This is an optimization exercise on Yosys and OpenROAD, whose aim is a short achievable clock period and few clock cycles, not a production implementation.
RTL that was checked went through simulation tests only; none was proved equivalent to the original.
Only the layout flow was run in run 3; the RTL was not checked for function there.
In every run shown here, the design's own scripts or RTL, not TritonCTS, make the clock network.
No driver is modelled on the clock port, so clock power and skew are understated where the tree is cut down; a real chip needs a root buffer or a tree.
Power figures rest on the tool's default switching activity, not on a simulated workload.

==> design/flow/config.mk <==
export PLATFORM = sky130hd
export DESIGN_NAME = segcodec
export DESIGN_NICKNAME = segcodec
export VERILOG_FILES = /design/flow/design.v
export SDC_FILE = /design/flow/constraint.sdc
export NUM_CORES = 4
export LEC_CHECK = 0
export ABC_CLOCK_PERIOD_IN_PS = 2000
export CAP_MARGIN = 20
export CORE_MARGIN = 2
export CORE_UTILIZATION = 50
export SETUP_SLACK_MARGIN = 4.3
export SLEW_MARGIN = 20
export TNS_END_PERCENT = 100
==> design/flow/constraint.sdc <==
create_clock -name core_clock -period 6.0 [get_ports {clk}]
set_input_delay 1.2000 -clock core_clock [delete_from_list [all_inputs] [get_ports {clk}]]
set_output_delay 1.2000 -clock core_clock [all_outputs]
set_load 0.01 [all_outputs]
==> design/flow/design.v <==
module segcodec (
    input             clk,
    input             rst,
    input             h_req,
    input             h_we,
    input      [1:0]  h_size,     
    input      [12:0] h_addr,
    input      [31:0] h_wdata,
    output            h_done,
    output reg        h_err,
    output reg [31:0] h_rdata,
    output reg        mem_en,
    output reg        mem_we,
    output reg [3:0]  mem_be,
    output reg [8:0]  mem_addr,
    output reg [31:0] mem_wdata,
    input      [31:0] mem_rdata
);
    localparam [10:0] FRAME_LEN   = 11'd1446;
    localparam [10:0] MAX_PAYLOAD = 11'd1440;
    localparam [8:0]  LAST_WORD   = 9'd361;
    localparam [3:0] OP_NOP = 4'd0, OP_ENCODE = 4'd1, OP_DECODE = 4'd2, OP_CSUM = 4'd3;
    localparam [3:0] C_NONE = 4'd0, C_BAD_SIZE = 4'd1, C_BAD_CSUM = 4'd2,
                     C_BAD_VERSION = 4'd3, C_LEN_RANGE = 4'd4, C_ILLEGAL = 4'd5;
    localparam [2:0] P_RD = 3'd0, P_RD0 = 3'd1, P_HDR = 3'd2, P_PAD = 3'd3, P_WAIT = 3'd4;
    reg [2:0]  tx_flags;    
    reg [10:0] tx_len;
    reg [5:0]  tx_seq;
    reg [5:0]  tx_ackn;
    reg        st_err;
    reg        st_valid;
    reg [3:0]  st_cause;
    reg [3:0]  st_lastop;
    reg [31:0] rx_hdr;
    reg [15:0] csum_r;
    reg [15:0] rx_size;
    reg [15:0] cs_len;
    wire [10:0] plen = (rx_hdr[26:16] > MAX_PAYLOAD) ? MAX_PAYLOAD : rx_hdr[26:16];
    reg        v_tx, v_rxh, v_cs, v_rxs, v_csl;
    wire [31:0] tx_hdr = v_tx ? {2'b01, tx_flags, tx_len, 2'b00, tx_seq, 2'b00, tx_ackn}
                              : 32'h40000000;
    wire [31:0] status = {20'd0, st_lastop, st_cause, 2'b00, st_valid, st_err};
    reg        s_idle;      
    reg        s_done;      
    reg        s_gap;       
    reg        s_cmd;       
    reg        s_ref;       
    reg        q_nop;       
    reg [3:0]  q_cause;     
    reg        s_regw;      
    reg        s_frd1;      
    reg        r_rng;       
    reg        s_fwr1;      
    reg        s_err1;      
    reg        q_rng;       
    reg [8:0]  q_faddr;     
    reg [3:0]  q_fbe;       
    reg        s_frd2;      
    reg        s_run;       
    reg [1:0]  fsel;        
    reg [2:0]  q_reg;       
    reg [31:0] q_wdata;     
    assign h_done = s_done;
    reg        i_req, i_we;
    reg [1:0]  i_size;
    reg [12:0] i_addr;
    reg [31:0] i_wdata;
    always @(posedge clk) begin
        i_req   <= h_req;
        i_we    <= h_we;
        i_size  <= h_size;
        i_addr  <= h_addr;
        i_wdata <= h_wdata;
    end
    function [3:0] lmask;    
        input [1:0] r;
        case (r)
            2'd0: lmask = 4'b1111;
            2'd1: lmask = 4'b1000;
            2'd2: lmask = 4'b1100;
            default: lmask = 4'b1110;
        endcase
    endfunction
    function [3:0] hmask;    
        input [1:0] r;
        hmask = 4'b1111 >> r;
    endfunction
    reg        enc_bad;
    reg [3:0]  enc_lm, enc_m1;
    reg [2:0]  enc_ph0;
    reg        enc_ra2;
    reg [8:0]  enc_ra_end, enc_ps;
    reg [3:0]  enc_pbe, enc_csbe;
    reg        cs_bad;
    reg [3:0]  cs_lm, cs_m1, cs_m0;
    reg [2:0]  cs_ph0;
    reg        cs_ra2;
    reg [8:0]  cs_ra_end;
    reg        rx_ok;
    function [12:0] enc_pack1;
        input [10:0] len;
        reg [3:0] lm;
        begin
            lm = lmask(len[1:0] + 2'd2);
            enc_pack1 = {len > MAX_PAYLOAD, lm,
                         4'b0011 & ((len <= 11'd2) ? lm : 4'b1111),
                         (len >= 11'd3) ? P_RD : P_HDR,
                         len >= 11'd3 && len <= 11'd6};
        end
    endfunction
    function [16:0] cs_pack1;
        input [15:0] len;
        begin
            cs_pack1 = {len > {5'd0, FRAME_LEN}, lmask(len[1:0]),
                        (len <= 16'd4) ? 4'b0000 : (len <= 16'd8) ? lmask(len[1:0]) : 4'b1111,
                        (len <= 16'd4) ? lmask(len[1:0]) : 4'b1111,
                        (len == 16'd0) ? P_WAIT : (len >= 16'd9) ? P_RD : P_RD0,
                        len >= 16'd9 && len <= 16'd12};
        end
    endfunction
    always @(posedge clk) begin
        if (rst) begin
            {enc_bad, enc_lm, enc_m1, enc_ph0, enc_ra2} <= enc_pack1(11'd0);
            {cs_bad, cs_lm, cs_m1, cs_m0, cs_ph0, cs_ra2} <= cs_pack1(16'd0);
            rx_ok <= 1'b0;
        end else if (s_regw) begin
            if (i_addr[4:2] == 3'd2)
                {enc_bad, enc_lm, enc_m1, enc_ph0, enc_ra2} <= enc_pack1(i_wdata[26:16]);
            if (i_addr[4:2] == 3'd6)
                {cs_bad, cs_lm, cs_m1, cs_m0, cs_ph0, cs_ra2} <= cs_pack1(i_wdata[15:0]);
            if (i_addr[4:2] == 3'd5)
                rx_ok <= i_wdata[15:0] == {5'd0, FRAME_LEN};
        end
    end
    reg  [10:0] len_e;
    reg  [15:0] len_c;
    wire [1:0]  enc_nr = len_e[1:0] + 2'd2;
    always @(posedge clk) begin
        len_e      <= v_tx ? tx_len : 11'd0;
        len_c      <= v_csl ? cs_len : 16'd0;
        enc_ra_end <= len_e[10:2] + 9'd1 + {8'd0, len_e[1] & len_e[0]};
        enc_ps     <= (len_e >= 11'd2) ? len_e[10:2] + 9'd1 + {8'd0, len_e[1]} : 9'd2;
        enc_pbe    <= (len_e >= 11'd2) ? hmask(enc_nr) : 4'b1111;
        enc_csbe   <= 4'b1100 | ((len_e <= 11'd1) ? (hmask(enc_nr) & 4'b0011) : 4'b0000);
        cs_ra_end  <= len_c[10:2] - {8'd0, len_c[1:0] == 2'd0};
    end
    wire a_low    = i_addr[12:5] == 8'd0;
    wire is_reg   = a_low && (i_size == 2'd2) && (i_addr[1:0] == 2'b00);
    wire fspace   = i_addr[12] && (i_size == 2'd0);
    wire in_rng   = i_addr[11:0] < {1'b0, FRAME_LEN};
    wire is_cmdw  = is_reg && i_we && (i_addr[4:2] == 3'd0);
    wire go       = s_idle && i_req;
    wire st0      = s_gap || (s_idle && !i_req);
    wire h_isreg  = h_addr[12:5] == 8'd0 && h_size == 2'd2 && h_addr[1:0] == 2'b00;
    wire fw       = h_req && st0 && h_isreg && h_we && h_addr[4:2] != 3'd0;
    wire fr       = h_req && st0 && h_addr[12] && h_size == 2'd0 && !h_we;
    wire h_inrng  = h_addr[11:0] < {1'b0, FRAME_LEN};
    reg [31:0] reg_rdata;
    always @(*) begin
        case (i_addr[4:2])
            3'd0: reg_rdata = 32'd0;
            3'd1: reg_rdata = status;
            3'd2: reg_rdata = tx_hdr;
            3'd3: reg_rdata = v_rxh ? rx_hdr : 32'd0;
            3'd4: reg_rdata = {16'd0, v_cs ? csum_r : 16'd0};
            3'd5: reg_rdata = {16'd0, v_rxs ? rx_size : 16'd0};
            3'd6: reg_rdata = {16'd0, v_csl ? cs_len : 16'd0};
            default: reg_rdata = {21'd0, v_rxh ? plen : 11'd0};
        endcase
    end
    reg [2:0]  ph;
    reg        e_enc, e_dec;
    reg [8:0]  na;           
    reg [3:0]  lm;           
    reg [3:0]  m0;           
    wire [8:0] ra_end = e_enc ? enc_ra_end : e_dec ? LAST_WORD : cs_ra_end;
    reg  [8:0] ra_end_r;     
    reg        ra2;          
    wire       rd_last = s_cmd ? ra2 : (na == ra_end_r);
    wire [8:0] ps     = enc_ps;
    wire [3:0] pbe    = enc_pbe;
    wire [3:0] csbe   = enc_csbe;
    reg        s_fin;        
    wire [3:0] wop    = i_wdata[3:0];
    wire       cmd_ok = (wop == OP_ENCODE && !enc_bad) || (wop == OP_DECODE && rx_ok) ||
                        (wop == OP_CSUM && !cs_bad);
    wire       run    = s_run;
    reg [3:0]  m_a, m_d;     
    reg        h_a, h_d;     
    reg        r1, r2, r3;   
    reg [31:0] d_q;          
    reg [15:0] cs_s, cs_c;   
    reg [31:0] nzv;          
    reg [16:0] t_q;          
    reg [15:0] t1_q;         
    reg        tz_q;         
    function [16:0] add16;
        input [15:0] a, b;
        input        cin;
        reg [15:0] g, p, gn, pn;
        integer i, d;
        begin
            g = a & b;
            p = a ^ b;
            g[0] = g[0] | (p[0] & cin);
            for (d = 1; d < 16; d = d * 2) begin
                gn = g;
                pn = p;
                for (i = d; i < 16; i = i + 1) begin
                    gn[i] = g[i] | (p[i] & g[i - d]);
                    pn[i] = p[i] & p[i - d];
                end
                g = gn;
                p = pn;
            end
            add16 = {g[15], (a ^ b) ^ {g[14:0], cin}};
        end
    endfunction
    reg        nz_t;
    wire        r0 = |m_a;
    wire [31:0] md = d_q;
    wire [15:0] fa1_s = cs_s ^ cs_c ^ md[31:16];
    wire [15:0] fa1_c = (cs_s & cs_c) | (cs_s & md[31:16]) | (cs_c & md[31:16]);
    wire [15:0] fa1_r = {fa1_c[14:0], fa1_c[15]};
    wire [15:0] fa2_s = fa1_s ^ fa1_r ^ md[15:0];
    wire [15:0] fa2_c = (fa1_s & fa1_r) | (fa1_s & md[15:0]) | (fa1_r & md[15:0]);
    wire [15:0] fa2_r = {fa2_c[14:0], fa2_c[15]};
    wire [15:0] u      = t_q[16] ? t1_q : t_q[15:0];
    wire [15:0] f2     = !nz_t ? 16'd0 : tz_q ? 16'hFFFF : u;
    wire [15:0] csum_v = ~f2;
    wire [3:0] rd_mask = rd_last ? lm : 4'b1111;
    wire [3:0] pad_be  = ((na == ps) ? pbe : 4'b1111) & ((na == LAST_WORD) ? 4'b1100 : 4'b1111);
    wire       fin_ok  = (ph == P_WAIT) && !s_cmd && !r0 && !r1 && !r2 && !(r3 && e_enc);
    wire       csum_z  = nz_t && (tz_q || t_q == 17'h0FFFF || t_q == 17'h1FFFE);
    reg        x_en, x_we;
    reg [8:0]  x_addr;
    reg [3:0]  x_be;
    reg [31:0] x_wdata;
    reg [3:0]  x_m;
    reg        x_h;
    always @(*) begin
        x_en    = 1'b0;
        x_we    = 1'b0;
        x_addr  = na;
        x_be    = 4'b1111;
        x_wdata = 32'd0;
        x_m     = 4'd0;
        x_h     = 1'b0;
        case (ph)
            P_RD: begin
                x_en = 1'b1;
                x_m  = rd_mask;
            end
            P_RD0: begin
                x_en   = 1'b1;
                x_addr = 9'd0;
                x_m    = m0;
                x_h    = e_dec;
            end
            P_HDR: begin
                x_en    = 1'b1;
                x_we    = 1'b1;
                x_addr  = 9'd0;
                x_wdata = tx_hdr;
            end
            P_PAD: begin
                x_en = 1'b1;
                x_we = 1'b1;
                x_be = pad_be;
            end
            default: begin
                x_en    = fin_ok && e_enc;
                x_we    = 1'b1;
                x_addr  = 9'd1;
                x_be    = csbe;
                x_wdata = {csum_v, 16'd0};
            end
        endcase
        if (!run) x_en = 1'b0;
    end
    always @(posedge clk) begin
        m_d  <= m_a;
        h_d  <= h_a;
        r1   <= r0;
        r2   <= r1;
        r3   <= r2;
        d_q  <= mem_rdata & {{8{m_d[3]}}, {8{m_d[2]}}, {8{m_d[1]}}, {8{m_d[0]}}};
        cs_s <= fa2_s;
        cs_c <= fa2_r;
        nzv  <= nzv | md;
        ra_end_r <= ra_end;
        t_q   <= add16(cs_s, cs_c, 1'b0);
        t1_q  <= add16(cs_s, cs_c, 1'b1);
        tz_q <= cs_s == 16'd0 && cs_c == 16'd0;
        nz_t <= |nzv;
        if (h_d) rx_hdr <= mem_rdata;
        if (s_idle) begin
            h_rdata <= reg_rdata;
        end else begin
            case (fsel)
                2'd0: h_rdata <= {24'd0, mem_rdata[31:24]};
                2'd1: h_rdata <= {24'd0, mem_rdata[23:16]};
                2'd2: h_rdata <= {24'd0, mem_rdata[15:8]};
                default: h_rdata <= {24'd0, mem_rdata[7:0]};
            endcase
        end
        mem_we    <= s_fwr1 || (run && x_we);
        mem_addr  <= st0 ? h_addr[10:2] : s_idle ? 9'd1 : s_fwr1 ? q_faddr : x_addr;
        mem_be    <= s_fwr1 ? q_fbe : x_be;
        mem_wdata <= s_fwr1 ? {4{q_wdata[7:0]}} : x_wdata;
        if (st0) begin
            fsel  <= h_addr[1:0];
            r_rng <= h_inrng;
        end
        if (s_idle) begin
            q_reg     <= i_addr[4:2];
            q_wdata   <= i_wdata;
            q_rng     <= in_rng;
            q_faddr   <= i_addr[10:2];
            q_fbe     <= 4'b1000 >> i_addr[1:0];
            e_enc  <= i_wdata[1:0] == 2'd1;
            e_dec  <= i_wdata[1:0] == 2'd2;
            na     <= 9'd2;
            h_a    <= 1'b0;
            case (i_wdata[1:0])
                2'd1: begin
                    ph     <= enc_ph0;
                    ra2    <= enc_ra2;
                    lm     <= enc_lm;
                    m0     <= 4'b0000;
                    m_a    <= enc_m1;
                end
                2'd2: begin
                    ph     <= P_RD;
                    ra2    <= 1'b0;
                    lm     <= 4'b1100;
                    m0     <= 4'b1111;
                    m_a    <= 4'b1111;
                end
                default: begin
                    ph     <= cs_ph0;
                    ra2    <= cs_ra2;
                    lm     <= cs_lm;
                    m0     <= cs_m0;
                    m_a    <= cs_m1;
                end
            endcase
        end else begin
            m_a       <= run ? x_m : 4'd0;
            h_a       <= run && x_h;
            if (run) begin
                case (ph)
                    P_RD: begin
                        na <= na + 9'd1;
                        if (rd_last) ph <= e_enc ? P_HDR : P_RD0;
                    end
                    P_RD0: ph <= P_WAIT;
                    P_HDR: begin
                        na <= ps;
                        ph <= P_PAD;
                    end
                    P_PAD: begin
                        na <= na + 9'd1;
                        if (na == LAST_WORD) ph <= P_WAIT;
                    end
                    default: ;
                endcase
            end
        end
        if (s_cmd) begin
            cs_s <= e_enc ? tx_hdr[31:16] : 16'd0;
            cs_c <= e_enc ? tx_hdr[15:0] : 16'd0;
            nzv  <= {31'd0, e_enc};
            r1   <= 1'b1;    
            r2   <= 1'b0;
            r3   <= 1'b0;
            d_q  <= 32'd0;
        end
        if (rst) begin
            s_idle    <= 1'b1;
            s_done    <= 1'b0;
            s_gap     <= 1'b0;
            s_cmd     <= 1'b0;
            s_regw    <= 1'b0;
            s_frd1    <= 1'b0;
            s_frd2    <= 1'b0;
            s_fwr1    <= 1'b0;
            s_err1    <= 1'b0;
            s_run     <= 1'b0;
            s_ref     <= 1'b0;
            h_err     <= 1'b0;
            mem_en    <= 1'b0;
            s_fin     <= 1'b0;
            st_err    <= 1'b0;
            st_valid  <= 1'b0;
            st_cause  <= C_NONE;
            st_lastop <= 4'd0;
            v_tx      <= 1'b0;
            v_rxh     <= 1'b0;
            v_cs      <= 1'b0;
            v_rxs     <= 1'b0;
            v_csl     <= 1'b0;
        end else begin
            s_done  <= (go && is_reg && !i_we) || fw;
            s_cmd   <= go && is_cmdw;
            s_ref   <= go && is_cmdw && !cmd_ok;
            if (go && is_cmdw && cmd_ok) s_run <= 1'b1;
            if (s_idle) begin
                q_nop   <= wop == OP_NOP;
                q_cause <= (wop == OP_ENCODE || wop == OP_CSUM) ? C_LEN_RANGE :
                           (wop == OP_DECODE) ? C_BAD_SIZE : C_ILLEGAL;
            end
            s_regw  <= fw;
            s_frd1  <= fr;
            s_fwr1  <= go && fspace && i_we;
            s_err1  <= go && !is_reg && !fspace;
            h_err   <= !s_idle && (s_err1 || (s_fwr1 && !q_rng) || (s_frd2 && !r_rng));
            mem_en  <= (fr && h_inrng) || (go && is_cmdw) || x_en || (s_fwr1 && q_rng);
            if (s_fwr1 || s_err1) s_done <= 1'b1;
            s_fin   <= 1'b0;
            if (go) s_idle <= 1'b0;
            s_gap   <= s_done;
            if (s_gap) s_idle <= 1'b1;
            if (fw || fr) s_idle <= 1'b0;
            if (s_regw) begin
                case (i_addr[4:2])
                    3'd2: v_tx  <= 1'b1;
                    3'd5: v_rxs <= 1'b1;
                    3'd6: v_csl <= 1'b1;
                    default: ;   
                endcase
            end
            s_frd2 <= s_frd1;
            if (s_frd2) s_done <= 1'b1;
            if (s_ref) begin
                s_done <= 1'b1;
                if (!q_nop) begin
                    st_err    <= 1'b1;
                    st_valid  <= 1'b0;
                    st_lastop <= q_wdata[3:0];
                    st_cause  <= q_cause;
                    if (q_cause == C_BAD_SIZE) v_rxh <= 1'b0;
                end
            end
            if (s_run && fin_ok) begin
                s_run  <= 1'b0;
                s_done <= 1'b1;
                s_fin  <= 1'b1;
            end
            if (s_fin) begin
                v_cs      <= 1'b1;
                st_lastop <= e_enc ? OP_ENCODE : e_dec ? OP_DECODE : OP_CSUM;
                st_err    <= 1'b0;
                st_valid  <= 1'b0;
                st_cause  <= C_NONE;
                if (e_dec) begin
                    st_err <= 1'b1;
                    v_rxh  <= 1'b0;
                    if (!csum_z) begin
                        st_cause <= C_BAD_CSUM;
                    end else if (rx_hdr[31:30] != 2'b01) begin
                        st_cause <= C_BAD_VERSION;
                    end else begin
                        st_err   <= 1'b0;
                        st_valid <= 1'b1;
                        v_rxh    <= 1'b1;
                    end
                end
            end
        end
    end
    always @(posedge clk) begin
        if (s_regw && i_addr[4:2] == 3'd2) begin
            tx_flags <= i_wdata[29:27];
            tx_len   <= i_wdata[26:16];
            tx_seq   <= i_wdata[13:8];
            tx_ackn  <= i_wdata[5:0];
        end
        if (s_regw && i_addr[4:2] == 3'd5) rx_size <= i_wdata[15:0];
        if (s_regw && i_addr[4:2] == 3'd6) cs_len  <= i_wdata[15:0];
        if (s_fin) csum_r <= csum_v;
    end
endmodule
==> design/flow/flow/run.sh <==
#!/bin/bash
# The standard layout, except that the clock tree is built by flow/pre_cts.tcl:
# the clock port drives 4 root buffers, each of which drives the
# leaf buffers nearest to it; each leaf buffer drives a cluster of about
# 20 flip-flops. Two buffers from the port to every flip-flop.
set -euo pipefail
here=$(pwd)
export PRE_CTS_TCL=$here/flow/pre_cts.tcl
# Sizing may change a cell's footprint (the platform sets MATCH_CELL_FOOTPRINT=1,
# which keeps the port buffers as the slow cells they start as).
bash standard.sh MATCH_CELL_FOOTPRINT=0 finish > standard.log 2>&1
==> design/flow/flow/pre_cts.tcl <==
# Two-level clock tree: the clock port drives one root buffer, which drives
# one leaf buffer per cluster of flip-flops (k-means on their positions).
proc mytree_build {per_leaf} {
  set db [ord::get_db]
  set block [ord::get_db_block]
  set bufm [$db findMaster sky130_fd_sc_hd__clkbuf_16]
  set clk_net [$block findNet clk]
  set sinks {}
  set xs {}
  set ys {}
  foreach it [$clk_net getITerms] {
    set bb [[$it getInst] getBBox]
    lappend sinks $it
    lappend xs [expr {([$bb xMin] + [$bb xMax]) / 2.0}]
    lappend ys [expr {([$bb yMin] + [$bb yMax]) / 2.0}]
  }
  set n [llength $sinks]
  set k [expr {int(ceil($n / double($per_leaf)))}]
  # initial centres on a grid over the sinks' bounding box
  set x0 [tcl::mathfunc::min {*}$xs]; set x1 [tcl::mathfunc::max {*}$xs]
  set y0 [tcl::mathfunc::min {*}$ys]; set y1 [tcl::mathfunc::max {*}$ys]
  set gx [expr {int(ceil(sqrt($k)))}]
  set gy [expr {int(ceil($k / double($gx)))}]
  set cx {}; set cy {}
  for {set j 0} {$j < $k} {incr j} {
    set a [expr {$j % $gx}]; set b [expr {$j / $gx}]
    lappend cx [expr {$x0 + ($a + 0.5) * ($x1 - $x0) / $gx}]
    lappend cy [expr {$y0 + ($b + 0.5) * ($y1 - $y0) / $gy}]
  }
  # k-means with a soft size cap: a centre that is full is skipped
  set cap [expr {int(ceil($n / double($k) * 1.15))}]
  for {set iter 0} {$iter < 30} {incr iter} {
    set cnt [lrepeat $k 0]
    set assign {}
    # visit sinks in order of their distance to the nearest centre, far first
    for {set i 0} {$i < $n} {incr i} {
      set px [lindex $xs $i]; set py [lindex $ys $i]
      set ds {}
      for {set j 0} {$j < $k} {incr j} {
        lappend ds [list [expr {abs($px - [lindex $cx $j]) + abs($py - [lindex $cy $j])}] $j]
      }
      set ds [lsort -real -index 0 $ds]
      set best [lindex $ds 0 1]
      foreach d $ds {
        set j [lindex $d 1]
        if {[lindex $cnt $j] < $cap} { set best $j; break }
      }
      lset cnt $best [expr {[lindex $cnt $best] + 1}]
      lappend assign $best
    }
    set sx [lrepeat $k 0.0]; set sy [lrepeat $k 0.0]
    for {set i 0} {$i < $n} {incr i} {
      set j [lindex $assign $i]
      lset sx $j [expr {[lindex $sx $j] + [lindex $xs $i]}]
      lset sy $j [expr {[lindex $sy $j] + [lindex $ys $i]}]
    }
    for {set j 0} {$j < $k} {incr j} {
      if {[lindex $cnt $j] > 0} {
        lset cx $j [expr {[lindex $sx $j] / [lindex $cnt $j]}]
        lset cy $j [expr {[lindex $sy $j] / [lindex $cnt $j]}]
      }
    }
  }
  # root buffers: the clock port drives nroot of them, each driving the
  # leaves nearest to it (k-means on the leaf positions)
  set lx {}; set ly {}; set lids {}
  for {set j 0} {$j < $k} {incr j} {
    if {[lindex $cnt $j] > 0} { lappend lx [lindex $cx $j]; lappend ly [lindex $cy $j]; lappend lids $j }
  }
  set nl [llength $lids]
  set nroot $::mytree_roots
  if {$nroot > $nl} { set nroot $nl }
  set rx {}; set ry {}
  set lxs [lsort -real $lx]
  set lx0 [tcl::mathfunc::min {*}$lx]; set lx1 [tcl::mathfunc::max {*}$lx]
  set ly0 [tcl::mathfunc::min {*}$ly]; set ly1 [tcl::mathfunc::max {*}$ly]
  set rgx [expr {int(ceil(sqrt($nroot)))}]
  set rgy [expr {int(ceil($nroot / double($rgx)))}]
  for {set r 0} {$r < $nroot} {incr r} {
    set a [expr {$r % $rgx}]; set b [expr {$r / $rgx}]
    lappend rx [expr {$lx0 + ($a + 0.5) * ($lx1 - $lx0) / $rgx}]
    lappend ry [expr {$ly0 + ($b + 0.5) * ($ly1 - $ly0) / $rgy}]
  }
  set rcap [expr {int(ceil($nl / double($nroot)))}]
  for {set iter 0} {$iter < 20} {incr iter} {
    set rcnt [lrepeat $nroot 0]
    set rassign {}
    for {set i 0} {$i < $nl} {incr i} {
      set ds {}
      for {set r 0} {$r < $nroot} {incr r} {
        lappend ds [list [expr {abs([lindex $lx $i] - [lindex $rx $r]) + abs([lindex $ly $i] - [lindex $ry $r])}] $r]
      }
      set ds [lsort -real -index 0 $ds]
      set best [lindex $ds 0 1]
      foreach d $ds { set r [lindex $d 1]; if {[lindex $rcnt $r] < $rcap} { set best $r; break } }
      lset rcnt $best [expr {[lindex $rcnt $best] + 1}]
      lappend rassign $best
    }
    set sx [lrepeat $nroot 0.0]; set sy [lrepeat $nroot 0.0]
    for {set i 0} {$i < $nl} {incr i} {
      set r [lindex $rassign $i]
      lset sx $r [expr {[lindex $sx $r] + [lindex $lx $i]}]
      lset sy $r [expr {[lindex $sy $r] + [lindex $ly $i]}]
    }
    for {set r 0} {$r < $nroot} {incr r} {
      if {[lindex $rcnt $r] > 0} {
        lset rx $r [expr {[lindex $sx $r] / [lindex $rcnt $r]}]
        lset ry $r [expr {[lindex $sy $r] / [lindex $rcnt $r]}]
      }
    }
  }
  for {set r 0} {$r < $nroot} {incr r} {
    if {[lindex $rcnt $r] == 0} continue
    set root [odb::dbInst_create $block $bufm "clkbuf_root_$r"]
    $root setLocation [expr {int([lindex $rx $r])}] [expr {int([lindex $ry $r])}]
    $root setPlacementStatus PLACED
    set rnet [odb::dbNet_create $block "clknet_root_$r"]
    $rnet setSigType CLOCK
    [$root findITerm X] connect $rnet
    [$root findITerm A] connect $clk_net
  }
  for {set i 0} {$i < $nl} {incr i} {
    set j [lindex $lids $i]
    set leaf [odb::dbInst_create $block $bufm "clkbuf_leaf_$j"]
    $leaf setLocation [expr {int([lindex $cx $j])}] [expr {int([lindex $cy $j])}]
    $leaf setPlacementStatus PLACED
    set lnet [odb::dbNet_create $block "clknet_leaf_$j"]
    $lnet setSigType CLOCK
    [$leaf findITerm X] connect $lnet
    [$leaf findITerm A] connect [$block findNet "clknet_root_[lindex $rassign $i]"]
  }
  for {set i 0} {$i < $n} {incr i} {
    set it [lindex $sinks $i]
    set lnet [$block findNet "clknet_leaf_[lindex $assign $i]"]
    $it disconnect
    $it connect $lnet
  }
  $clk_net setSigType CLOCK
  global_connect
  puts "mytree: $n sinks, $nl leaves, $nroot roots, leaf sizes $cnt, root fanouts $rcnt"
}

# Build the tree here, before the CTS step would run TritonCTS, and turn its
# clock_tree_synthesis call into setting the clock to propagated; the rest of
# the CTS step (legalization, timing repair) runs as usual.
set ::mytree_roots 4
mytree_build 20
rename clock_tree_synthesis tritoncts_clock_tree_synthesis
proc clock_tree_synthesis {args} {
  set_propagated_clock [all_clocks]
  puts "clock tree built by pre_cts.tcl; clock_tree_synthesis $args not run"
}
==> design/flow/standard.sh <==
#!/bin/bash
# synth_recipe.tcl (not shown) runs the flow's synth.tcl, then flattens the netlist and writes it again
# the make line also repeats each setting of config.mk as NAME=value (left out here)
make -C /OpenROAD-flow-scripts/flow DESIGN_CONFIG=/design/flow/config.mk WORK_HOME=/design/flow/orfs CLKGATE_MAP_FILE= SYNTH_SCRIPT=/design/flow/synth_recipe.tcl "${@:-finish}"
==> run_results.csv, run 1 <==
group,metric,value,unit
outcome,outcome,"complete, no violations",
timing,tns,0,ns
logic_synthesis,synth_top_area_share,37.5,%
clock_network,clock_latency,0.37,ns
logic_synthesis,synth_cell_types,82,
timing,finClkSkew,0.0471,ns
route,via_per_inst,5.85,
critical_path,start_kind,"input pin",
logic_synthesis,netlist_area,20800,um^2
power_and_ir_drop,ir_drop,0.000246,V
hold_path,hold_class,"reg -> reg",
layout,final_common_cell,"dfxtp_1",
timing,rsz0062_at_grt,"yes",
timing,slew_violations,0,
logic_synthesis,yosysWarnings,1,
grt,antenna_found_initial,2,
layout,syn_to_final_growth,27.9,%
floorplanning,core.rowCount,74,
floorplanning,die_area,43300,um^2
hold_path,min_to,"h_d$_DFF_P_",
power_and_ir_drop,power,9.41,mW
grt,grt_max_degree,76,
route,routedWlPerCell,24.7,um
placed_design,hpwl,45.2,mm
logic_synthesis,yosysSeqAreaShare,58.7,%
timing,min_period_over_period,34.6,%
flow_run,maxCapViolations,0,
critical_path,critPathMaxFanout,2,
logic_synthesis,synth_edf_count,147,
logic_synthesis,synth_seq_cells,537,
logic_synthesis,synthesis.nets,2035,
route,vias,15700,
critical_path,critical_path_class,"in -> reg",
grt,grt_use_total,28.6,%
route,ant_nets,0,
logic_synthesis,synthTopCellsByArea,"dfxtp_1, edfxtp_1, fa_1, nor2_1, nand2_1",
route,route.detailed.drc,0,
floorplanning,core_area,40900,um^2
layout,layout-drive-gt1-share,31.7,%
timing,hold_viol,0,
logic_synthesis,yosysTopAreaCell,"dfxtp_1",
critical_path,critPathCaptureType,"register",
critical_path,worstPathArrival,2.37,ns
timing,period_needed,2.07,ns
critical_path,r2r_slack,3.95,ns
hold_path,min_from,"h_a$_SDFF_PP0_",
critical_path,reg2reg_depth,4,
clock_network,path_clk_slew,0.09,ns
floorplanning,start_util,50.9,%
route,drt_wl_total,66.2,mm
route,first_pass_iters,6,
timing,tightest_slew,1.08,ns
grt,grt_pass1_vias,14900,
floorplanning,ios,164,
route,drt_iter0_drc,1510,
clock_network,hold_buffers,0,
critical_path,required,6.29,ns
layout,final_cell_mix,"dfxtp_1, nor2_1, edfxtp_1",
floorplanning,die_x,208,um
layout,final_util,65.0,%
logic_synthesis,synth_ff_type,"dfxtp_1",
grt,grt_pass1_wl,93.9,mm
logic_synthesis,synth_area_per_cell,11.1,um^2
logic_synthesis,postSynth.asyncResetShare,0,%
floorplanning,die_y,208,um
power_and_ir_drop,cellPowerDensity,354,nW/um^2
critical_path,reg2reg_to,"h_rdata[14]$_SDFF_PN0_",
power_and_ir_drop,leakage,10.4,nW
placed_design,gp_congestion,0.911,
timing,slew_headroom,27.9,%
placed_design,port_buffers,161,
timing,setup_viol,0,
critical_path,reg2reg_from,"i_addr[4]$_DFF_P_",
grt,grt_overflow,0,
layout,nNetsFinal,2302,
hold_path,holdPathStages,0,
timing,max_freq,482,MHz
logic_synthesis,netlist_instances,1879,
==> what timing repair did <==
action	CTS	global route
setup endpoints to repair	387	231
buffers inserted	90	58
gates cloned	7	4
resized for setup	704	206
pin swaps	66	118
==> cell usage after synthesis, types with 6 or more instances <==
cell / count
ha_1: 39
fa_1: 34
inv_1: 83
o22ai_1: 25
a222oi_1: 7
a211oi_1: 16
buf_2: 30
nor3_1: 20
nor4_1: 31
mux2_2: 19
a22oi_1: 23
nand4_1: 25
a22o_1: 21
nand3b_1: 6
a21oi_1: 71
or2_2: 8
a32oi_1: 9
xor2_1: 46
nor2b_1: 26
o21ai_0: 102
nand3_1: 38
mux2i_1: 6
nand2b_1: 11
nor2_1: 164
clkbuf_1: 55
o211ai_1: 12
and3_1: 9
a211o_1: 11
a31oi_1: 13
xnor2_1: 29
nand2_1: 151
dfxtp_1: 390
a221o_1: 11
and2_1: 54
buf_1: 9
a221oi_1: 9
mux4_2: 8
edfxtp_1: 147
a21o_1: 21
==> state kept, by name (all words and copies together) (netlist names), 11 cells and up <==
register	cells
d_q	32
h_rdata	32
nzv	32
rx_hdr	32
i_wdata	30
mem_wdata	30
t_q	17
cs_c	16
cs_len	16
cs_s	16
csum_r	16
rx_size	16
t1_q	16
i_addr	13
len_c	11
len_e	11
tx_len	11
==> how the worst max path moves through the flow <==
stage                            startpoint                      to  slack [ns]
after floorplan                   h_addr[1]       mem_en$_SDFF_PP0_        3.87
after global routing      i_addr[2]$_DFF_P_  h_rdata[14]$_SDFF_PN0_        3.91
after detailed placement          h_addr[1]       mem_en$_SDFF_PP0_        3.05
final                             h_addr[1]       mem_en$_SDFF_PP0_        3.93
after CTS                         h_addr[1]       mem_en$_SDFF_PP0_        3.86
after global placement    i_addr[3]$_DFF_P_  enc_m1[0]$_SDFFE_PP0P_        2.86
==> critical path: stages <==
cell and delay (ns):
buf_8 0.09, a211o_1 0.29, a211o_1 0.30, a31oi_4 0.20, nand4_1 0.13, a31oi_1 0.16
==> kinds of logic (layout without fill, tap and decap cells) <==
group | after synthesis | in the layout | share of synthesized area [%]
fa+ha+maj | 73 | 73 | 5.61
simple gates | 584 | 586 | 14.2
other cells | 0 | 1 | 0
mux | 33 | 33 | 2.18
xor+xnor | 75 | 75 | 3.16
flops | 537 | 537 | 58.7
compound gates | 391 | 391 | 12.5
buf+inv | 186 | 449 | 3.63
==> per-stage QoR <==
step / std cells / hold WS (ns) / worst slack, ns / instance area (um^2)
after floorplan: 1879 / 0.310 / 3.87 / 21100
after global placement: 2485 / 0.312 / 2.86 / 22900
after detailed placement: 2486 / 0.327 / 3.05 / 22900
after CTS: 2614 / 0.348 / 3.86 / 25300
after global routing: 2676 / 0.355 / 3.91 / 26600
final: 2677 / 0.344 / 3.93 / 26600
==> cell type report <==
type                    count  area (um^2)
diodes                      1         2.50
flip-flops and latches    537        12400
repair buffers            329         3160
multi-input cells        1158         9190
repair inverters            2         18.8
plain buffers              31          776
well taps                 532          666
fillers                  3211        14300
inverters                  87          354
==> per-layer routing <==
metal / part of all wire (%) / GRT usage (%) / vias to the layer above
li1: - / - / 7159
met1: 44 / 42.5 / 7681
met2: 44 / 42.6 / 724
met3: 9.3 / 6.10 / 109
met4: 3.1 / 7.36 / 0
met5: 0 / 0 / -
==> power breakdown <==
group          switching [mW]  total (mW)  internal [mW]
combinational            1.46        2.85           1.39
sequential              0.364        4.54           4.17
clock                    1.10        2.02          0.926
Testbench counts, summed over its fixed seeds: cycles 133,596.
==> inputs of run 2 (changes only) <==
--- a/design/flow/config.mk
+++ b/design/flow/config.mk
@@ -10,3 +10,3 @@
 export CORE_MARGIN = 2
-export CORE_UTILIZATION = 50
+export CORE_UTILIZATION = 40
 export SETUP_SLACK_MARGIN = 4.3
==> run_results.csv, run 2 <==
group,metric,value,unit
floorplanning,ios,164,
grt,grt_pass1_wl,95.1,mm
logic_synthesis,netlist_area,20800,um^2
logic_synthesis,postSynth.asyncResetShare,0,%
grt,grt_util_met1,34.0,%
layout,final_util,52.3,%
logic_synthesis,synth_cell_types,82,
route,routedWlPerCell,23.8,um
critical_path,start_kind,"register",
timing,slew_violations,0,
route,ant_nets,0,
placed_design,gp_congestion,0.922,
route,vias,15700,
logic_synthesis,synth_top_area_share,37.5,%
grt,grt_overflow,0,
logic_synthesis,netlist_instances,1879,
timing,hold_viol,0,
critical_path,required,6.17,ns
flow_run,maxCapViolations,0,
floorplanning,die_y,232,um
power_and_ir_drop,leakage,10.5,nW
route,first_pass_iters,6,
layout,nNetsFinal,2287,
layout,final_common_cell,"dfxtp_1",
power_and_ir_drop,ir_drop,0.000233,V
timing,min_period_over_period,34.5,%
logic_synthesis,synth_most_common_cell,"dfxtp_1",
route,route.detailed.drc,0,
timing,tns,0,ns
route,drt_iter0_drc,1703,
grt,grt_use_total,23.4,%
hold_path,hold_class,"reg -> reg",
power_and_ir_drop,cellPowerDensity,350,nW/um^2
timing,slew_headroom,24.0,%
placed_design,placed_area,23100,um^2
grt,use_met3,4.85,%
logic_synthesis,synth_seq_cells,537,
layout,syn_to_final_growth,29.3,%
clock_network,clock_latency,0.37,ns
timing,setup_viol,0,
grt,grt_pass1_vias,15100,
critical_path,critPathMaxFanout,4,
outcome,outcome,"complete, no violations",
critical_path,reg2reg_depth,4,
timing,rsz0062_at_grt,"yes",
timing,tightest_slew,1.14,ns
critical_path,worstPathArrival,2.24,ns
logic_synthesis,yosysSeqAreaShare,58.7,%
layout,layout-drive-gt1-share,32.3,%
placed_design,port_buffers,161,
critical_path,r2r_slack,3.93,ns
logic_synthesis,yosysTopAreaCell,"dfxtp_1",
timing,finClkSkew,0.0367,ns
clock_network,hold_buffers,0,
logic_synthesis,synth_edf_count,147,
critical_path,crit_start,"i_addr[3]$_DFF_P_",
timing,setup_slack,3.93,ns
layout,final_cell_mix,"dfxtp_1, nor2_1, edfxtp_1",
floorplanning,start_util,40.5,%
critical_path,reg2reg_from,"i_addr[3]$_DFF_P_",
grt,grtUsageMet2,36.0,%
clock_network,path_clk_slew,0.09,ns
logic_synthesis,synthesis.nets,2035,
floorplanning,die_x,232,um
floorplanning,die_area,53900,um^2
timing,period_needed,2.07,ns
timing,max_freq,483,MHz
floorplanning,core_area,51400,um^2
route,drt_wl_total,67.0,mm
critical_path,critPathCaptureType,"register",
logic_synthesis,synthTopCellsByArea,"dfxtp_1, edfxtp_1, fa_1, nor2_1, nand2_1",
grt,antenna_found_initial,1,
layout,postLayoutCellArea,26900,um^2
placed_design,hpwl,46.2,mm
critical_path,reg2reg_to,"h_rdata[14]$_SDFF_PN0_",
logic_synthesis,synthTopCellsByCount,"dfxtp_1, nor2_1, nand2_1, edfxtp_1, o21ai_0",
critical_path,endpoint,"h_rdata[14]$_SDFF_PN0_",
logic_synthesis,synth_area_per_cell,11.1,um^2
floorplanning,core.rowCount,83,
critical_path,critical_path_class,"reg -> reg",
logic_synthesis,yosysWarnings,1,
grt,top_usage_layer,"met2",
grt,grt_max_degree,76,
placed_design,pre_cts_slack,3.15,ns
route,via_per_inst,5.58,
logic_synthesis,synth_ff_type,"dfxtp_1",
[run 2: cell counts after synthesis]
No cell type changed its count.
[run 2: cells by family after synthesis]
group | synth area share, %
DFF | 58.7
AOI/OAI and AO/OA | 12.5
and+or+nand+nor | 14.2
buffers and inverters | 3.63
muxes | 2.18
adders and majority gates | 5.61
xor gates and xnor gates | 3.16
[run 2: what timing repair did]
action / CTS / global route
pin swaps: 64 / 120
buffers inserted: 72 / 60
endpoints found under the setup margin: 371 / 217
gates resized for setup: 702 / 250
cloned: 7 / 7
[run 2: critical path, stage by stage, from the launching register on]
cell,delay (ns)
dfxtp_4,0.41
clkbuf_16,0.14
and4b_4,0.22
a222oi_1,0.96
a21oi_1,0.17
[run 2: metrics by stage]
stage                     total power [mW]  hold slack [ns]  cells
after floorplan                       6.00            0.310   1879
after global placement                6.65            0.316   2632
after detailed placement              6.70            0.336   2632
after CTS                             9.05            0.355   2742
after global routing                  9.85            0.353   2809
final                                 9.41            0.350   2810
[run 2: power by group]
| group | internal [mW] | leakage (nW) | switching, mW | total [mW] |
|---|---|---|---|---|
| combinational | 1.38 | 5.46 | 1.47 | 2.85 |
| sequential | 4.18 | 4.61 | 0.362 | 4.54 |
| clock | 0.926 | 0.382 | 1.10 | 2.02 |
| total | 6.48 | 10.5 | 2.93 | 9.41 |
[run 2: how the worst min path moves through the flow]
stage | slack, ns | from | cells past startpoint | endpoint
2_1_floorplan | 0.31 | h_a$_SDFF_PP0_ | 0 | h_d$_DFF_P_
6_report | 0.35 | h_a$_SDFF_PP0_ | 0 | h_d$_DFF_P_
4_1_cts | 0.35 | h_a$_SDFF_PP0_ | 0 | h_d$_DFF_P_
3_5_place_dp | 0.34 | h_a$_SDFF_PP0_ | 0 | h_d$_DFF_P_
5_1_grt | 0.35 | h_a$_SDFF_PP0_ | 0 | h_d$_DFF_P_
3_3_place_gp | 0.32 | h_a$_SDFF_PP0_ | 0 | h_d$_DFF_P_
[run 2: area by class of cell]
cell class	count	area, um^2
Antenna cell	1	2.50
Buffer	31	776
Fill cell	4458	24500
Inverter	87	359
Multi-Input combinational cell	1159	9310
Sequential cell	537	12500
Tap cell	680	851
Timing Repair Buffer	313	3120
Timing Repair inverter	2	16.3
[run 2: per-layer routing]
metal  part of all wire [%]  routed length [um]
met5                      0                   0
met4                    2.8                1900
met3                    9.7                6480
met2                     44               29600
met1                     43               29000
==> inputs of run 3 (changes only) <==
--- a/design/flow/design.v
+++ b/design/flow/design.v
@@ -47,4 +47,2 @@
     reg        s_ref;       
-    reg        q_nop;       
-    reg [3:0]  q_cause;     
     reg        s_regw;      
@@ -54,5 +52,2 @@
     reg        s_err1;      
-    reg        q_rng;       
-    reg [8:0]  q_faddr;     
-    reg [3:0]  q_fbe;       
     reg        s_frd2;      
@@ -60,4 +55,2 @@
     reg [1:0]  fsel;        
-    reg [2:0]  q_reg;       
-    reg [31:0] q_wdata;     
     assign h_done = s_done;
@@ -307,5 +300,5 @@
         mem_we    <= s_fwr1 || (run && x_we);
-        mem_addr  <= st0 ? h_addr[10:2] : s_idle ? 9'd1 : s_fwr1 ? q_faddr : x_addr;
-        mem_be    <= s_fwr1 ? q_fbe : x_be;
-        mem_wdata <= s_fwr1 ? {4{q_wdata[7:0]}} : x_wdata;
+        mem_addr  <= st0 ? h_addr[10:2] : s_idle ? 9'd1 : s_fwr1 ? i_addr[10:2] : x_addr;
+        mem_be    <= s_fwr1 ? 4'b1000 >> i_addr[1:0] : x_be;
+        mem_wdata <= s_fwr1 ? {4{i_wdata[7:0]}} : x_wdata;
         if (st0) begin
@@ -315,7 +308,2 @@
         if (s_idle) begin
-            q_reg     <= i_addr[4:2];
-            q_wdata   <= i_wdata;
-            q_rng     <= in_rng;
-            q_faddr   <= i_addr[10:2];
-            q_fbe     <= 4'b1000 >> i_addr[1:0];
             e_enc  <= i_wdata[1:0] == 2'd1;
@@ -407,7 +395,2 @@
             if (go && is_cmdw && cmd_ok) s_run <= 1'b1;
-            if (s_idle) begin
-                q_nop   <= wop == OP_NOP;
-                q_cause <= (wop == OP_ENCODE || wop == OP_CSUM) ? C_LEN_RANGE :
-                           (wop == OP_DECODE) ? C_BAD_SIZE : C_ILLEGAL;
-            end
             s_regw  <= fw;
@@ -416,4 +399,4 @@
             s_err1  <= go && !is_reg && !fspace;
-            h_err   <= !s_idle && (s_err1 || (s_fwr1 && !q_rng) || (s_frd2 && !r_rng));
-            mem_en  <= (fr && h_inrng) || (go && is_cmdw) || x_en || (s_fwr1 && q_rng);
+            h_err   <= !s_idle && (s_err1 || (s_fwr1 && !in_rng) || (s_frd2 && !r_rng));
+            mem_en  <= (fr && h_inrng) || (go && is_cmdw) || x_en || (s_fwr1 && in_rng);
             if (s_fwr1 || s_err1) s_done <= 1'b1;
@@ -436,8 +419,14 @@
                 s_done <= 1'b1;
-                if (!q_nop) begin
+                if (i_wdata[3:0] != OP_NOP) begin
                     st_err    <= 1'b1;
                     st_valid  <= 1'b0;
-                    st_lastop <= q_wdata[3:0];
-                    st_cause  <= q_cause;
-                    if (q_cause == C_BAD_SIZE) v_rxh <= 1'b0;
+                    st_lastop <= i_wdata[3:0];
+                    case (i_wdata[3:0])
+                        OP_ENCODE, OP_CSUM: st_cause <= C_LEN_RANGE;
+                        OP_DECODE: begin
+                            st_cause <= C_BAD_SIZE;
+                            v_rxh    <= 1'b0;
+                        end
+                        default:   st_cause <= C_ILLEGAL;
+                    endcase
                 end
==> run_results.csv, run 3 <==
group,metric,value,unit
outcome,outcome,"complete, no violations",
timing,tightest_slew,0.767,ns
logic_synthesis,synth_edf_count,122,
logic_synthesis,synth_ff_type,"dfxtp_1",
power_and_ir_drop,cellPowerDensity,340,nW/um^2
logic_synthesis,netlist_area,19800,um^2
logic_synthesis,synthesis.nets,1997,
floorplanning,die_area,51400,um^2
logic_synthesis,synth_area_per_cell,10.8,um^2
floorplanning,core_area,49000,um^2
grt,antenna_found_initial,0,
layout,nNetsFinal,2267,
layout,layout-drive-gt1-share,31.7,%
logic_synthesis,synth_seq_cells,512,
power_and_ir_drop,power_frac_seq,49.0,%
critical_path,critical_path_class,"in -> reg",
timing,slew_violations,0,
logic_synthesis,netlist_instances,1841,
placed_design,hpwl,45.1,mm
timing,setup_viol,0,
placed_design,gp_congestion,0.939,
logic_synthesis,yosysSeqAreaShare,57.8,%
power_and_ir_drop,clockPowerShare,22.3,%
power_and_ir_drop,power.internal,6.08,mW
hold_path,min_from,"h_a$_SDFF_PP0_",
logic_synthesis,synth_cell_types,85,
placed_design,place_inst,2585,
route,first_pass_iters,7,
timing,rsz0062_at_grt,"yes",
placed_design,port_buffers,161,
floorplanning,die_y,227,um
route,vias,15300,
critical_path,r2r_slack,4.02,ns
grt,grt_max_degree,50,
critical_path,critPathMaxFanout,4,
hold_path,min_to,"h_d$_DFF_P_",
hold_path,holdPathStages,0,
route,via_per_inst,5.51,
clock_network,hold_buffers,0,
critical_path,required,6.25,ns
power_and_ir_drop,switchingPower,2.65,mW
critical_path,reg2reg_from,"i_addr[3]$_DFF_P_",
flow_run,maxCapViolations,0,
grt,grt_pass1_vias,14500,
timing,max_freq,483,MHz
route,drt_iter0_drc,1503,
grt,grt_overflow,0,
logic_synthesis,synth_most_common_cell,"dfxtp_1",
power_and_ir_drop,ir_drop,0.000217,V
power_and_ir_drop,leakage,10.0,nW
layout,instances_no_fill,2774,
route,routedWlPerCell,23.1,um
critical_path,worstPathArrival,2.33,ns
clock_network,path_clk_slew,0.09,ns
grt,grt_pass1_wl,92.0,mm
placed_design,pre_cts_slack,3.02,ns
logic_synthesis,synth_top_area_share,39.3,%
clock_network,clock_latency,0.37,ns
logic_synthesis,yosysTopAreaCell,"dfxtp_1",
timing,setup_slack,3.93,ns
route,drt_wl_total,64.1,mm
power_and_ir_drop,swShare,30.3,%
critical_path,critPathCaptureType,"register",
floorplanning,start_util,40.5,%
critical_path,start_kind,"input pin",
route,ant_nets,0,
critical_path,reg2reg_depth,6,
logic_synthesis,synthTopCellsByCount,"dfxtp_1, nor2_1, nand2_1, edfxtp_1, a21oi_1",
route,route.detailed.drc,0,
critical_path,reg2reg_to,"h_rdata[4]$_DFF_P_",
timing,finClkSkew,0.0428,ns
logic_synthesis,synthTopCellsByArea,"dfxtp_1, edfxtp_1, fa_1, nor2_1, nand2_1",
timing,period_needed,2.07,ns
floorplanning,core.rowCount,81,
layout,final_common_cell,"dfxtp_1",
layout,final_cell_mix,"dfxtp_1, nor2_1, nand2_1, buf_4, edfxtp_1",
timing,min_period_over_period,34.5,%
hold_path,hold_class,"reg -> reg",
grt,grt_use_total,23.8,%
floorplanning,die_x,227,um
timing,hold_viol,0,
power_and_ir_drop,combPwrFrac,28.7,%
timing,tns,0,ns
layout,fillCellCount,4186,
timing,slew_headroom,48.7,%
logic_synthesis,postSynth.asyncResetShare,0,%
layout,syn_to_final_growth,29.4,%
floorplanning,ios,164,
logic_synthesis,yosysWarnings,1,
-- run 3: cell count changes in the layout (fill, tap and decap cells not counted), moves of 13 or more --
cell      before  now
edfxtp_1     147  122
nand2_1      124  141
a21oi_1       49   62
nand3_1       34   18
buf_4        102  141
o21ai_0       74   60
-- run 3: logic make-up after synthesis --
group | count (synthesis) | synth area share [%]
and+or+nand+nor | 579 | 14.3
muxes | 34 | 2.35
xor gates and xnor gates | 72 | 3.18
AOI/OAI and AO/OA | 391 | 12.8
adders and majority gates | 73 | 5.89
buffers and inverters | 180 | 3.64
DFF | 512 | 57.8
-- run 3: power by group through the flow --
| stage | Sequential (mW) | Clock [mW] | Combinational [mW] |
|---|---|---|---|
| after global placement | 4.28 | 0 | 1.76 |
| final | 4.28 | 1.94 | 2.50 |
| after global routing | 4.32 | 2.08 | 2.70 |
| after detailed placement | 4.29 | 0 | 1.79 |
| after floorplan | 4.18 | 0 | 1.27 |
| after CTS | 4.24 | 1.97 | 2.09 |
-- run 3: worst max path at each step --
stage / from / endpoint / slack (ns) / cells after the start
global placement: h_addr[10] / s_idle$_SDFFE_PP1P_ / 3.04 / 6
floorplan: h_addr[1] / mem_en$_SDFF_PP0_ / 3.82 / 5
CTS: h_addr[1] / s_idle$_SDFFE_PP1P_ / 3.91 / 6
detailed placement: h_addr[10] / s_idle$_SDFFE_PP1P_ / 3.02 / 6
finish: h_addr[9] / s_idle$_SDFFE_PP1P_ / 3.93 / 5
global route: h_addr[1] / s_idle$_SDFFE_PP1P_ / 3.86 / 6
-- run 3: cell type report --
| class | instances | area, um^2 | area share, % |
|---|---|---|---|
| Timing Repair Buffer | 328 | 3090 | 12.1 |
| Buffer | 30 | 751 | 2.92 |
| Tap cell | 664 | 831 | 3.24 |
| Sequential cell | 512 | 11700 | 45.6 |
| Timing Repair inverter | 2 | 17.5 | 0.0682 |
| Inverter | 87 | 369 | 1.44 |
| Antenna cell | 1 | 2.50 | 0.00975 |
| Multi-Input combinational cell | 1150 | 8910 | 34.7 |
-- run 3: worst max-delay path: stages --
cell and delay [ns]:
dlymetal6s2s_1 0.16, nand4bb_1 0.21, nor3_2 0.22, nand4b_1 0.21
a31o_2 0.32
-- run 3: timing repair --
action	CTS	global route
cloned	4	2
setup buffers	83	69
resized for setup	728	208
endpoints found under the setup margin	381	203
pin swaps	66	111
-- run 3: metal layers --
metal  wire, um  GRT usage [%]  vias up
met5          0              0        -
met4       2040           5.71        0
met3       5580           3.97      108
met2      28800           37.4      705
met1      27600           34.2     7471
li1           -              -     6989
-- run 3: metrics by stage --
stage	utilization [%]	cell area, um^2	power (mW)	hold WS (ns)
after detailed placement	45.1	22100	6.08	0.313
after CTS	49.6	24300	8.30	0.338
after global placement	45.1	22100	6.03	0.316
after floorplan	-	20000	5.45	0.310
final	52.4	25700	8.73	0.337
after global routing	52.4	25700	9.10	0.347

-- separate check: timing with driven ports --
How much do the figures lean on ideal ports? The routed layouts below were timed once more, with nothing changed but the port constraints. Step 1: set_driving_cell puts a clkbuf_16 on clk and a buf_2 on each other input, an assumption about the parent block. Step 2 moves the port delays by t, midway between the first and last clock arrival at a register: inputs arrive t later, outputs are due t later. That takes back most of the time a late clock gives input paths. Slacks: ideal ports / drivers / drivers and shift; pairs: ideal ports / drivers.
run | shift t [ns] | setup slack, ns | hold slack, ns
run 1 | 0.462 | 3.925 / 3.857 / 3.540 | 0.344 / 0.344 / 0.344
run 2 | 0.471 | 3.929 / 3.826 / 3.606 | 0.350 / 0.350 / 0.350
run 3 | 0.470 | 3.928 / 3.859 / 3.548 | 0.337 / 0.337 / 0.337
After both steps setup and hold are still met in every run listed. The setup slack of run 1, which loses most, moves by -0.068 ns with the drivers and by -0.385 ns with both steps.
